Background: an optimization exercise with open tools, aiming at small area, a short achievable clock period and few clock cycles per item. Do not read the settings as production practice.
Where RTL was checked, it was by simulation tests only, not by an equivalence proof against the original.
Power is estimated from default activity; no workload was simulated.

== indigo ==
// pce_codec
module pce_codec (
    input  wire        clk,
    input  wire        rst,         
    input  wire        start,       
    input  wire        mode,        
    input  wire [5:0]  n_in,
    input  wire [5:0]  p_in,
    input  wire [5:0]  l_in,
    input  wire [32:0] data_in,
    output wire        done,        
    output wire [2:0]  err,         
    output wire [5:0]  res,         
    output wire [32:0] data_out
);
export LEC_CHECK = 0
export ABC_AREA = 1
export CAP_MARGIN = 20
export CORE_MARGIN = 2
export CORE_UTILIZATION = 25
export PLACE_DENSITY = 0.5
export SLEW_MARGIN = 20
create_clock -name core_clock -period 13.0 [get_ports {clk}]
standard.sh (not shown) runs the stock make flow with config.mk's settings and CLKGATE_MAP_FILE= SYNTH_SCRIPT=/design/flow/synth_recipe.tcl, a recipe that flattens the netlist after the stock synthesis.
==> flow/flow/run.sh <==
#!/bin/bash
# Layout flow: the standard flow (standard.sh), with ORFS's timing repair
# asked to leave a setup margin of 7 ns instead of the default, so that the
# repair sizes and buffers the critical paths. The clock and the constraints
# are the standard flow's own.
set -euo pipefail
bash standard.sh SETUP_SLACK_MARGIN=7 finish > standard.log 2>&1
What onyx does differently from indigo at the input level:
--- a/flow/design.v
+++ b/flow/design.v
@@ -241,96 +241,98 @@
                         if (!valid_in) begin
                             done_r <= 1'b1;
                             err_r  <= ERR_PRECOND;
                         end else if (mode && last_in) begin
                             done_r <= 1'b1;
                             err_r  <= ERR_NONE;
                         end else begin
                             st <= mode ? 7'd1 << S_D1 : 7'd1 << S_SCAN;
                         end
                     end
                 end
                 st[S_SCAN]: begin
-                    R    <= (pass_end && !viol) ? G : r_adv;    
-                    jq   <= jsel;
-                    qsrc <= 1'b0;
-                    L    <= 6'd1;
                     if (viol) begin
+                        R    <= r_adv;
                         i    <= i_adv;
                         rem  <= rem_adv;
+                        jq   <= jsel;
+                        qsrc <= 1'b0;
+                        L    <= 6'd1;
                         st   <= (p >= 6'd15) ? 7'd1 << S_MPB : 7'd1 << S_CORR;
                     end else if (pass_end) begin
+                        R <= G;                     
                         if (chg) begin
                             i   <= 5'd0;
                             rem <= nl;
                             chg <= 1'b0;
                         end else begin
                             st     <= 7'd1 << S_IDLE;
                             done_r <= 1'b1;
                             err_r  <= ERR_NONE;
                         end
                     end else begin
+                        R   <= r_adv;
                         i   <= i_adv;
                         rem <= rem_adv;
                     end
                 end
                 st[S_MPB]: begin
                     if (perL) begin
                         qsrc <= 1'b1;
                         st   <= 7'd1 << S_CORR;
                     end else if (L == p - 6'd14) begin
                         st   <= 7'd1 << S_CORR;
                     end else begin
                         L    <= L + 6'd1;
                     end
                 end
                 st[S_CORR]: begin
-                    R   <= {corr[0], corr[32:1]};
-                    cnt <= cnt + 6'd1;
-                    chg <= 1'b1;
-                    i   <= i + 5'd1;
-                    rem <= rem - 6'd1;
                     if (cnt == n) begin
                         st     <= 7'd1 << S_IDLE;
                         done_r <= 1'b1;
                         err_r  <= ERR_DIVERGED;
                     end else begin
+                        R   <= {corr[0], corr[32:1]};
+                        cnt <= cnt + 6'd1;
+                        chg <= 1'b1;
+                        i   <= i + 5'd1;
+                        rem <= rem - 6'd1;
                         st  <= 7'd1 << S_SCAN;
                     end
                 end
                 st[S_D1]: begin
-                    R <= R & t4;        
-                    i <= d_idx;
                     if (d_last) begin
+                        R      <= R & t4;           
                         st     <= 7'd1 << S_IDLE;
                         done_r <= 1'b1;
                         err_r  <= ERR_NONE;
                     end else if (cnt == n) begin
                         st     <= 7'd1 << S_IDLE;
                         done_r <= 1'b1;
                         err_r  <= ERR_MALFORMED;
                     end else begin
+                        i  <= d_idx;
                         st <= 7'd1 << S_D2;
                     end
                 end
                 st[S_D2]: begin
-                    R   <= tail;
-                    L   <= qd;
-                    q1  <= qd1;
-                    cnt <= cnt + 6'd1;
                     if (idxbad || !found) begin
                         st     <= 7'd1 << S_IDLE;
                         done_r <= 1'b1;
                         err_r  <= ERR_MALFORMED;
                     end else begin
+                        R   <= tail;
+                        L   <= qd;
+                        q1  <= qd1;
+                        cnt <= cnt + 6'd1;
                         st  <= 7'd1 << S_D3;
                     end
                 end
                 st[S_D3]: begin
                     R <= rep;
                     if (q1 || ({L, 1'b0} >= {1'b0, l}))
                         st <= 7'd1 << S_D1;
                     else
                         L <= {L[4:0], 1'b0};
                 end
                 default: st <= 7'd1 << S_IDLE;
             endcase
==> notes.md <==
Total power of onyx is lower than that of indigo.
Largest net degree at the start of global routing, indigo and onyx: larger value in indigo
Sort indigo and onyx by share of the yosys chip area belonging to registers, ascending, and onyx comes first.
Placer congestion estimate, onyx vs indigo: up by a few percent
In the flow results for indigo and onyx, the global-route usage is smaller on onyx.
Testbench counts of onyx, summed over its fixed seeds: cycles 7,579, items 1,920.
For indigo, only the layout was checked, not whether the RTL still works.

-- separate check: timing with driven ports --
Ports are ideal in the flow. The routed layouts listed here were re-timed in OpenROAD. Step 1 (the two cells are an assumption about what drives the block):
set clk [get_ports {clk}]
set_driving_cell -lib_cell sky130_fd_sc_hd__clkbuf_16 $clk
set_driving_cell -lib_cell sky130_fd_sc_hd__buf_2 [delete_from_list [all_inputs] $clk]
Step 2 also shifts input and output timing later by t, the mid clock arrival at the registers, as if the neighbouring blocks saw the same clock. Slacks: ideal / step 1 / step 2; pairs: ideal / step 1.
run | t (ns) | setup WS [ns] | slew at the worst register clock pin (ns)
indigo | 0.482 | 6.987 / 6.987 / 6.808 | 0.11 / 0.11
onyx | 0.474 | 7.021 / 7.021 / 6.965 | 0.11 / 0.11
After both steps setup and hold are still met in every run listed. For indigo, which loses most, drivers alone change the setup slack by 0.000 ns; drivers and shift together by -0.179 ns.
